What follows belongs to an exercise in optimizing a design on an open flow for small area, a short achievable clock period and few clock cycles; a production flow would make more cautious choices. Only simulation tests tie the RTL to the original design; equivalence was not proved. No driver is modelled on the clock port, so clocking that relies on it looks cheaper here than on a real chip.

==> 02-09: inputs <==
Design apex_cpu, start of the top module:
module apex_cpu (
    input  wire        clk,
    input  wire        rst,
    input  wire [31:0] pc_base,
    output wire [31:0] imem_addr,
    input  wire [63:0] imem_rec,
    input  wire        imem_hit,
    output wire        halted,
    output wire        faulted,
    output wire [1:0]  fault_kind,
    output wire [31:0] fault_pc,
    output wire [7:0]  fault_op,
    output wire [63:0] clk_count,
    output wire [63:0] retired_count,
    output wire        zflag,
    input  wire [3:0]  insp_reg_idx,
    output wire [31:0] insp_reg_val,
    output wire        insp_reg_pend,
    input  wire [31:0] insp_mem_addr,
    output wire [31:0] insp_mem_val
);
==> flow/config.mk <==
export PLATFORM = sky130hd
export DESIGN_NAME = apex_cpu
export DESIGN_NICKNAME = apex_cpu
export VERILOG_FILES = /design/flow/design.v
export SDC_FILE = /design/flow/constraint.sdc
export NUM_CORES = 4
export LEC_CHECK = 0
export CAP_MARGIN = 20
export CORE_MARGIN = 2
export CORE_UTILIZATION = 65
export CTS_CLUSTER_DIAMETER = 70
export CTS_CLUSTER_SIZE = 24
export SLEW_MARGIN = 20
==> flow/constraint.sdc <==
create_clock -name core_clock -period 100.0 [get_ports {clk}]
set_input_delay 20.0000 -clock core_clock [delete_from_list [all_inputs] [get_ports {clk}]]
set_output_delay 20.0000 -clock core_clock [all_outputs]
set_load 0.01 [all_outputs]
standard.sh (not shown) runs the stock make flow with config.mk's settings and CLKGATE_MAP_FILE= SYNTH_SCRIPT=/design/flow/synth_recipe.tcl, a recipe that flattens the netlist after the stock synthesis.
==> flow/flow/run.sh <==
#!/bin/bash
# The standard layout (the standard.sh) with two changes:
#  - buffer_ports puts sky130_fd_sc_hd__buf_2 on every input and output port;
#  - after clock tree synthesis, flow/size.tcl upsizes cells on the
#    combinational inspection paths (input port to output port), keeping
#    only changes that shorten the worst of those paths, and legalizes.
set -euo pipefail
PORTS="BUFFER_PORTS_ARGS=-buffer_cell sky130_fd_sc_hd__buf_2"
bash standard.sh "$PORTS" cts > standard_cts.log 2>&1
R=orfs/results/sky130hd/apex_cpu/base
IN_ODB=$R/4_cts.odb IN_SDC=$R/4_cts.sdc OUT_ODB=$R/4_cts_sized.odb SIZE_ITERS=60 \
    openroad -no_init -exit flow/size.tcl > size.log 2>&1
cp $R/4_cts_sized.odb $R/4_cts.odb
bash standard.sh "$PORTS" finish > standard.log 2>&1
==> flow/flow/size.tcl <==
# Upsize the cells on the paths from the inspection inputs to the inspection
# outputs (combinational port-to-port paths), one cell at a time, keeping a
# change only when it shortens the worst such path.
set lib_dir $::env(FLOW_HOME)/platforms/sky130hd/lib
read_liberty $lib_dir/sky130_fd_sc_hd__tt_025C_1v80.lib
read_db $::env(IN_ODB)
read_sdc $::env(IN_SDC)
source $::env(FLOW_HOME)/platforms/sky130hd/setRC.tcl
estimate_parasitics -placement
set_propagated_clock [all_clocks]

set outs [get_ports {insp_mem_val[*] insp_reg_val[*] fault_op[*] imem_addr[*]}]
proc worst_arr {} {
  global outs
  set p [find_timing_paths -to $outs -sort_by_slack -group_path_count 1]
  return [get_property [lindex $p 0] slack]
}
proc bigger {master} {
  if {![regexp {^(.*)_([0-9]+)$} $master -> base n]} { return "" }
  foreach m {1 2 4 8 12 16} {
    if {$m > $n} {
      set c [get_lib_cells -quiet sky130_fd_sc_hd__tt_025C_1v80/${base}_$m]
      if {[llength $c]} { return ${base}_$m }
    }
  }
  return ""
}
set start [worst_arr]
puts "SIZE start slack $start"
set tried [dict create]
for {set it 0} {$it < $::env(SIZE_ITERS)} {incr it} {
  set p [lindex [find_timing_paths -to $outs -sort_by_slack -group_path_count 1] 0]
  set base_slack [get_property $p slack]
  set improved 0
  foreach pin [[$p path] pins] {
    set inst [$pin instance]
    if {$inst eq "NULL" || $inst eq "" || [catch {get_full_name $inst}]} continue
    set name [get_full_name $inst]
    if {[dict exists $tried $name]} continue
    set master [get_property $inst ref_name]
    if {[string match "*dfxtp*" $master] || [string match "*edfxtp*" $master] || [string match "*clkbuf*" $master]} continue
    set nb [bigger $master]
    if {$nb eq ""} { dict set tried $name 1; continue }
    replace_cell $inst $nb
    estimate_parasitics -placement
    set s [worst_arr]
    if {$s > $base_slack + 0.005} {
      puts "SIZE $name $master -> $nb slack $s"
      set improved 1
      break
    } else {
      replace_cell $inst $master
      dict set tried $name 1
    }
  }
  if {!$improved} { break }
}
estimate_parasitics -placement
puts "SIZE end slack [worst_arr]"
detailed_placement
check_placement
write_db $::env(OUT_ODB)
==> 08-24 (differences from 02-09) <==
==> flow/flow/run.sh (replaced) <==
#!/bin/bash
# The standard layout (the standard.sh: ORFS synthesis through finish),
# with one change: the buffers that buffer_ports puts on every input and
# output port are sky130_fd_sc_hd__buf_2 instead of the default cell.
set -euo pipefail
bash standard.sh "BUFFER_PORTS_ARGS=-buffer_cell sky130_fd_sc_hd__buf_2" finish > standard.log 2>&1
Settings changed: CORE_UTILIZATION 65 to 60.
removed: flow/flow/size.tcl
==> 06-05 (differences from 02-09) <==
Settings changed: CORE_UTILIZATION 65 to 60.
==> summary of the runs <==
Between 06-05 and 02-09, the lower final cell count is in 02-09 (gap about 1.8%, measured against 02-09).
In worst hold slack, 02-09 and 08-24 hardly differ.
In synthesized area, 08-24 and 06-05 do not differ.
Global-route usage, highest first: 02-09, 06-05, 08-24.
Sequential cell count is the same in 08-24 and 06-05.
Via count, highest first: 02-09, 08-24, 06-05.
Cell area, lowest first: 02-09, 08-24, 06-05.
Testbench counts of 02-09, summed over its fixed seeds: cycles 157,439.
Testbench counts of 08-24, summed over its fixed seeds: cycles 157,439.
Testbench counts of 06-05, summed over its fixed seeds: cycles 157,439.

==> re-timing with driven ports <==
The results above use ideal ports. As a check the final layouts listed here were re-extracted and re-timed, cells and wires unchanged. Step 1 sets driving cells, clkbuf_16 on the clock port and buf_2 on the other inputs (assumed; they add their load-dependent delay and slew). Step 2, shift: input delay + t, output delay - t, t = (earliest + latest rising clock arrival at the registers) / 2. This alone moves slack from input paths to output paths. Three values: ideal, step 1, step 2; two values: the first two.
run | t, ns | setup WS [ns] | worst setup path at the end
02-09 | 0.935 | 55.792 / 55.752 / 55.752 | input to output
08-24 | 0.954 | 55.143 / 55.119 / 55.119 | input to output
06-05 | 0.964 | 55.707 / 55.575 / 55.575 | input to output
After both steps setup and hold are still met in every run listed. The setup slack of 06-05, which loses most, moves by -0.132 ns with the drivers and by -0.132 ns with both steps.
